What follows belongs to an exercise in optimizing a design on an open flow for small area, a short achievable clock period and few clock cycles; a production flow would make more cautious choices.
The RTL of this run was laid out without a check of its function.
Power is estimated from default activity; no workload was simulated.

==> flow/design.v <==
module framecore_rx (
    input  wire        clk,
    input  wire        rst,             
    input  wire        cfg_scheme,      
    input  wire [32:0] cfg_gen,
    input  wire [7:0]  cfg_tag_start,
    input  wire [7:0]  cfg_tag_stop,
    input  wire [7:0]  cfg_tag_esc,
    input  wire        in_valid,
    output wire        in_ready,
    input  wire [7:0]  in_data,
    output wire        out_valid,
    input  wire        out_ready,
    output wire        out_is_res,      
    output wire [7:0]  out_data,
    output wire [3:0]  out_result,
    output wire [31:0] out_rem,
    output wire [6:0]  out_len
);
    localparam MAXB = 68;               
    localparam NBUF = 67;               
    localparam R_FRAME = 3'd2;
    localparam R_EMPTY = 3'd3;
    localparam R_CDLM  = 3'd4;
    localparam R_ICF   = 3'd5;
    localparam R_OVER  = 3'd7;
    localparam A_SEEK    = 2'd0;
    localparam A_SEEKESC = 2'd1;
    localparam A_BODY    = 2'd2;
    localparam A_BESC    = 2'd3;
    localparam K_APP   = 2'd0;
    localparam K_BEGIN = 2'd1;
    localparam K_STOP  = 2'd2;
    localparam K_OVER  = 2'd3;
    reg  [32:0] g;
    reg  [4:0]  kk;
    wire        g_ok = g[32];
    wire [31:0] gk   = g[31:0];
    wire [5:0]  lsum = 6'd39 - {1'b0, kk};
    wire [2:0]  code_len = lsum[5:3];           
    always @(posedge clk) begin
        if (rst) begin
            g  <= cfg_scheme ? {2'b11, 31'd0} : cfg_gen;
            kk <= cfg_scheme ? 5'd31 : 5'd0;
        end else if (!g[32]) begin
            g  <= {g[31:0], 1'b0};
            kk <= kk + 5'd1;
        end
    end
    reg  [1:0]  a_st;
    reg  [6:0]  a_cnt;                  
    reg         act_v;
    reg  [1:0]  act_k;
    reg  [7:0]  act_b;
    reg  [6:0]  wptr, bstart, rptr;
    reg  [6:0]  bcnt;                   
    reg  [31:0] crc;
    reg         sp_ok;                  
    reg         q_v;
    reg  [2:0]  q_res;
    reg  [6:0]  q_len;
    reg  [6:0]  q_pay;                  
    reg  [31:0] q_rem;
    reg  [4:0]  q_sh;                   
    reg         q_shown;
    reg         o_v, o_res;
    reg  [7:0]  o_data;
    reg  [7:0]  mem [0:NBUF-1];
    wire bfull = (bcnt >= NBUF);
    wire b_go  = act_v && g_ok && (
                   (act_k == K_APP)   ? (sp_ok || bfull) :
                   (act_k == K_BEGIN) ? 1'b1 : !q_v);
    assign in_ready = !act_v || b_go;
    wire take = in_valid && in_ready;
    wire is_start = (in_data == cfg_tag_start);
    wire is_stop  = (in_data == cfg_tag_stop);
    wire is_esc   = (in_data == cfg_tag_esc);
    always @(posedge clk) begin
        if (rst) begin
            a_st  <= A_SEEK;
            a_cnt <= 7'd0;
            act_v <= 1'b0;
        end else begin
            if (b_go) act_v <= 1'b0;
            if (take) begin
                act_b <= in_data;
                case (a_st)
                    A_SEEK: begin
                        if (is_start) begin
                            a_st  <= A_BODY;
                            a_cnt <= 7'd0;
                            act_v <= 1'b1;
                            act_k <= K_BEGIN;
                        end else if (is_esc)
                            a_st <= A_SEEKESC;
                    end
                    A_SEEKESC: a_st <= A_SEEK;
                    default: begin
                        if (a_st == A_BODY && is_esc)
                            a_st <= A_BESC;
                        else if (a_st == A_BODY && is_stop) begin
                            a_st  <= A_SEEK;
                            act_v <= 1'b1;
                            act_k <= K_STOP;
                        end else if (a_st == A_BODY && is_start) begin
                            a_cnt <= 7'd0;
                            act_v <= 1'b1;
                            act_k <= K_BEGIN;
                        end else if (a_cnt == MAXB) begin
                            a_st  <= A_SEEK;
                            act_v <= 1'b1;
                            act_k <= K_OVER;
                        end else begin
                            a_st  <= A_BODY;
                            a_cnt <= a_cnt + 7'd1;
                            act_v <= 1'b1;
                            act_k <= K_APP;
                        end
                    end
                endcase
            end
        end
    end
    function [31:0] crc_byte(input [31:0] r, input [7:0] b, input [31:0] gg, input [31:0] e);
        integer i;
        reg [31:0] t;
        reg        top;
        begin
            t = r;
            for (i = 7; i >= 0; i = i - 1) begin
                top = t[31];
                t = {t[30:0], 1'b0} ^ (b[i] ? e : 32'd0) ^ (top ? gg : 32'd0);
            end
            crc_byte = t;
        end
    endfunction
    wire [31:0] inj  = 32'd1 << kk;
    wire [31:0] crc_n = crc_byte(crc, act_b, gk, inj);
    function [6:0] inc67(input [6:0] p);
        inc67 = (p == NBUF - 1) ? 7'd0 : p + 7'd1;
    endfunction
    wire        short_b = (bcnt < {4'd0, code_len});
    wire        crc_bad = (crc != 32'd0);
    wire [6:0]  pay     = bcnt - {4'd0, code_len};
    wire [7:0]  nb_sum  = {1'b0, bstart} + {1'b0, pay};
    wire [6:0]  nb      = (nb_sum >= NBUF) ? nb_sum[6:0] - NBUF : nb_sum[6:0];
    wire        good    = (bcnt != 7'd0) && !short_b && !crc_bad;
    wire q_load = b_go && (act_k == K_STOP || act_k == K_OVER);
    wire q_fire = o_v && o_res && out_ready;
    wire o_free = !o_v || out_ready;
    wire rd     = o_free && q_v && (q_pay != 7'd0);
    wire wr     = b_go && act_k == K_APP && !bfull;
    wire [7:0]  occ = {1'b0, q_pay} + {1'b0, bcnt};
    always @(posedge clk) begin
        if (wr) mem[wptr] <= act_b;
    end
    always @(posedge clk) begin
        if (rst) begin
            wptr   <= 7'd0;
            bstart <= 7'd0;
            bcnt   <= 7'd0;
            crc    <= 32'd0;
            sp_ok  <= 1'b1;
        end else begin
            sp_ok <= (occ < NBUF - 1);
            if (b_go) begin
                case (act_k)
                    K_APP: begin
                        bcnt <= bcnt + 7'd1;
                        crc  <= crc_n;
                        if (!bfull) wptr <= inc67(wptr);
                    end
                    K_BEGIN: begin
                        bcnt <= 7'd0;
                        crc  <= 32'd0;
                        wptr <= bstart;
                    end
                    default: begin
                        bcnt <= 7'd0;
                        if (act_k == K_STOP && good) begin
                            wptr   <= nb;
                            bstart <= nb;
                        end else
                            wptr <= bstart;
                    end
                endcase
            end
        end
    end
    always @(posedge clk) begin
        if (rst) begin
            q_v     <= 1'b0;
            q_pay   <= 7'd0;
            q_sh    <= 5'd0;
            q_shown <= 1'b0;
            rptr    <= 7'd0;
            o_v     <= 1'b0;
            o_res   <= 1'b0;
        end else begin
            if (q_load) begin
                q_v     <= 1'b1;
                q_shown <= 1'b0;
                q_rem   <= crc;
                q_len   <= pay;
                if (act_k == K_OVER) begin
                    q_res <= R_OVER;
                    q_pay <= 7'd0;
                    q_sh  <= 5'd0;
                end else if (bcnt == 7'd0) begin
                    q_res <= R_EMPTY;
                    q_pay <= 7'd0;
                    q_sh  <= 5'd0;
                end else if (short_b) begin
                    q_res <= R_CDLM;
                    q_pay <= 7'd0;
                    q_sh  <= 5'd0;
                end else if (crc_bad) begin
                    q_res <= R_ICF;
                    q_pay <= 7'd0;
                    q_sh  <= kk;
                end else begin
                    q_res <= R_FRAME;
                    q_pay <= pay;
                    q_sh  <= 5'd0;
                end
            end else begin
                if (q_sh != 5'd0) begin
                    q_rem <= {1'b0, q_rem[31:1]};
                    q_sh  <= q_sh - 5'd1;
                end
                if (rd) begin
                    q_pay <= q_pay - 7'd1;
                    rptr  <= inc67(rptr);
                end
                if (q_fire) q_v <= 1'b0;
            end
            if (o_free) begin
                if (rd) begin
                    o_v    <= 1'b1;
                    o_res  <= 1'b0;
                    o_data <= mem[rptr];
                end else if (q_v && !q_shown && q_sh == 5'd0) begin
                    o_v     <= 1'b1;
                    o_res   <= 1'b1;
                    q_shown <= 1'b1;
                end else
                    o_v <= 1'b0;
            end
        end
    end
    assign out_valid  = o_v;
    assign out_is_res = o_res;
    assign out_data   = o_data;
    assign out_result = {1'b0, q_res};
    assign out_rem    = q_rem;
    assign out_len    = q_len;
endmodule
==> flow/run.sh <==
#!/bin/bash
# synth_recipe.tcl (not shown) runs the flow's synth.tcl, then flattens the netlist and writes it again
# the make line also repeats each setting of config.mk as NAME=value (left out here)
make -C /OpenROAD-flow-scripts/flow DESIGN_CONFIG=/design/flow/config.mk WORK_HOME=/design/flow/orfs CLKGATE_MAP_FILE= SYNTH_SCRIPT=/design/flow/synth_recipe.tcl finish
==> flow/config.mk <==
export PLATFORM = sky130hd
export DESIGN_NAME = framecore_rx
export DESIGN_NICKNAME = framecore_rx
export VERILOG_FILES = /design/flow/design.v
export SDC_FILE = /design/flow/constraint.sdc
export NUM_CORES = 4
export LEC_CHECK = 0
export CAP_MARGIN = 20
export CORE_MARGIN = 2
export CORE_UTILIZATION = 40
export SLEW_MARGIN = 20
==> flow/constraint.sdc <==
create_clock -name core_clock -period 5.0 [get_ports {clk}]
set_input_delay 1.0000 -clock core_clock [delete_from_list [all_inputs] [get_ports {clk}]]
set_output_delay 1.0000 -clock core_clock [all_outputs]
set_load 0.01 [all_outputs]
==> results.py <==
metrics = {
    "cells_and_area": {
        "drive_above_1_share": 0.155,
        "syn2layout_area_growth_pct": 15.3,
        "design_area_um2": 43000,
        "utilization": 0.463,
        "final_common_cell": "edfxtp_1",
        "diodes": 0,
        "final_cell_mix": "edfxtp_1 (633), nand2_1 (452), xnor2_1 (267), nor2_1 (174), mux4_2 (164)",
        "stdcell_count": 4364,
        "nets": 3154,
    },
    "detailed_routing": {
        "wire_per_inst_um": 23.1,
        "drt.antenna.violating_nets": 0,
        "dr.pass1.iters": 6,
        "wirelength_um": 101000,
        "drtIter0Drc": 2489,
        "viasPerCell": 5.63,
        "vias": 24600,
        "drc_errors": 0,
    },
    "worst_setup_path": {
        "path_max_fanout": 32,
        "cp_data_arrival_time_ns": 5.23,
        "endpoint_kind": "register",
        "slowest_delay_ns": 0.45,
        "cp.required_ns": 5.55,
        "path_cells": "ha_1 -> ha_2 -> nand4_2 -> xnor3_2 -> xor2_2 -> mux2i_1 -> a21o_1 -> and2_2 -> xnor3_1 -> or3_1 -> buf_4 -> nand4_1 -> xnor3_1 -> and4_1 -> o31ai_2",
        "startpoint_type": "register",
        "crit_slowest_cell": "xnor3_1",
        "timing_worst_setup_path_type": "register to register",
        "crit_path_frequent_cell": "xnor3_1",
    },
    "sta": {
        "hold_violations": 0,
        "worst_pin_slew_ns": 1.03,
        "fin_crit_sh": 0.935,
        "setup-tns-final_ns": 0,
        "holdWs_ns": 0.486,
        "period_minus_slack_ns": 4.67,
        "setup_viol": 0,
        "clock_skew_ns": 0.0147,
        "slew_headroom": 0.311,
        "rsz0062_at_grt": "no",
        "drv_slew": 0,
        "fmax_mhz": 214,
    },
    "global_route": {
        "grt_antenna_before_repair": 1,
        "grt_pass1_vias": 24200,
        "grt-ovfl-total": 0,
        "grt_usage": 0.209,
        "grt_max_degree": 68,
        "grt_pass1_wl_um": 152000,
    },
    "clock_tree": {
        "cts_tree": "built",
        "clk_pin_slew_worst_paths_ns": 0.06,
        "cts_max_level": 3,
        "cts_root_buffer": "clkbuf_16",
        "numCtsBuffers": 79,
        "clk_latency_ns": 0.64,
        "clkSinkCount": 721,
        "cts_max_path_buffers": 3,
    },
    "yosys": {
        "synth_edf_count": 633,
        "synth_cell_type_count": 77,
        "postSynthNetCount": 3027,
        "synthArstFlopShare": 0,
        "yosysTopAreaCell": "edfxtp_1",
        "synth_top_area_share": 0.509,
        "yosys_register_bits": 721,
        "synth_flop_cell": "edfxtp_1",
        "synthTopCellsByArea": "edfxtp_1 (51%), mux4_2 (9.9%), xnor2_1 (6.3%)",
        "synth_area_um2": 37300,
        "ys_warn_count": 1,
        "yosysSeqAreaShare": 0.556,
        "syn_area_per_cell_um2": 12.8,
        "synthCells": 2918,
    },
    "run": {
        "maxCapViolCount": 0,
    },
    "placement": {
        "place_area_um2": 40400,
        "dpl.hpwl_um": 68400,
        "port_buffers": 122,
        "dp.cells": 4217,
        "place_congestion": 0.888,
    },
    "pwr": {
        "p_leak_nw": 14.0,
        "power.density_nw_per_um2": 345,
        "peakVddDrop_mv": 0.247,
    },
    "floorplanning": {
        "fp.dieW_um": 309,
        "row_count": 112,
        "start_util": 0.402,
        "ios": 124,
        "core_um2": 92900,
        "die_y_um": 309,
        "die_area_um2": 95800,
    },
    "min_path": {
        "hp-class": "register to register",
    },
    "outcome": {
        "outcome": "no timing/DRC/antenna violations",
    },
}
[what timing repair did]
action / CTS / global route
hold buffers: 0 / 0
buffers inserted: 0 / 0
gates resized for setup: 0 / 6
endpoints found under the setup margin: 0 / 34
[final cells by class]
cell class                      count  area [um^2]
Inverter                           38          143
Sequential cell                   721        20800
Clock inverter                     44          529
Multi-Input combinational cell   1941        15600
Tap cell                         1254         1570
Clock buffer                      102         2090
Timing Repair Buffer              264         2340
Fill cell                        8219        49900
[power breakdown]
group          switching (mW)  internal (mW)  leakage, nW
Clock                    2.44           3.41         1.26
Sequential              0.161           6.72         6.48
Combinational            1.17          0.932         6.26
[flip-flops by register name, summed over array words and instances, names as in the netlist, 2 cells and up]
signal,cells
bstart,7
q_sh,5
a_cnt,7
mem,536
bcnt,7
wptr,7
q_pay,7
act_k,2
o_data,8
q_res,3
act_b,8
q_rem,32
a_st,2
g,33
q_len,7
crc,32
rptr,7
kk,5
[kinds of logic after synthesis]
kind of cell | count (synthesis) | share of synthesized area
and+or+nand+nor | 915 | 0.112
buffers and inverters | 256 | 0.0279
other | 1 | 0.000100
AOI/OAI and AO/OA | 388 | 0.0726
xor gates and xnor gates | 400 | 0.109
muxes | 198 | 0.109
adders and majority gates | 39 | 0.0137
DFF | 721 | 0.556
[layer usage]
metal / share of wire / vias up / track usage / routed length, um
li1: - / 11100 / - / -
met1: 0.43 / 12400 / 0.288 / 43100
met2: 0.48 / 917 / 0.346 / 48700
met3: 0.063 / 149 / 0.0309 / 6340
met4: 0.025 / 0 / 0.0572 / 2550
met5: 0 / - / 0 / 0
[worst max-delay path: cells and delay by family, from the launching register on]
kind            cells  cell delay [ns]
buf+inv             1             0.26
simple gates        5             1.10
xor+xnor            4             1.54
fa+ha+maj           2             0.55
mux                 1             0.30
flops               1             0.44
compound gates      2             0.36
[worst paths after layout]
| path | end | cells past startpoint | start | slack [ns] |
|---|---|---|---|---|
| setup / recovery | crc[19] | 15 | kk[0] | 0.33 |
| hold / removal | a_cnt[6] | 2 | a_cnt[6] | 0.49 |
| setup reg to reg | crc[19] | 15 | kk[0] | 0.33 |
| hold reg to reg | a_cnt[6] | 2 | a_cnt[6] | 0.49 |
[per-stage QoR]
stage | power, mW | worst slack (ns)
finish | 14.8 | 0.327
global route | 15.3 | 0.0316
CTS | 14.9 | 0.137
detailed placement | 9.07 | 0.172
global placement | 9.02 | 0.335
floorplan | 8.39 | 0.238
[cells in the mapped netlist, drive strengths merged (5+ instances only)]
master and number:
ha 36, a31oi 19, clkbuf 160, a222oi 5, and3 20, a211oi 16, nand3b 9, or3 7
nand3 56, xnor3 33, xor3 6, and4b 5, o21ai 60, buf 58, mux2i 21, and4 18
mux2 13, a21oi 85, nor3 20, a211o 15, and3b 7, a21o 9, xnor2 268, nand2b 17
nand2 454, nor2b 17, mux4 164, nor4 20, or2 7, a22o 37, a22oi 69, nand4 60
edfxtp 633, dfxtp 88, xor2 93, inv 38, o31ai 15, nor2 178, o21a 27, and2 8

[separate check: timing with driven ports]
No port has a modelled driver above. Below, the same layout with a new extraction and two added sets of constraints.
Step 1 assumes that a clkbuf_16 drives the clock port and a buf_2 every other input.
Step 2, shift: input delay + t, output delay - t, t = (earliest + latest rising clock arrival at the registers) / 2. This alone moves slack from input paths to output paths.
Slacks: no drivers / after step 1 / after step 2; pairs: no drivers / after step 1.
t, ns: 0.704
setup slack, ns: 0.327 / 0.327 / 0.327
worst data-port slew with drivers (ns): 0.05
After both steps this run still meets setup and hold. The setup slack of this run moves by 0.000 ns with the drivers and by 0.000 ns with both steps.
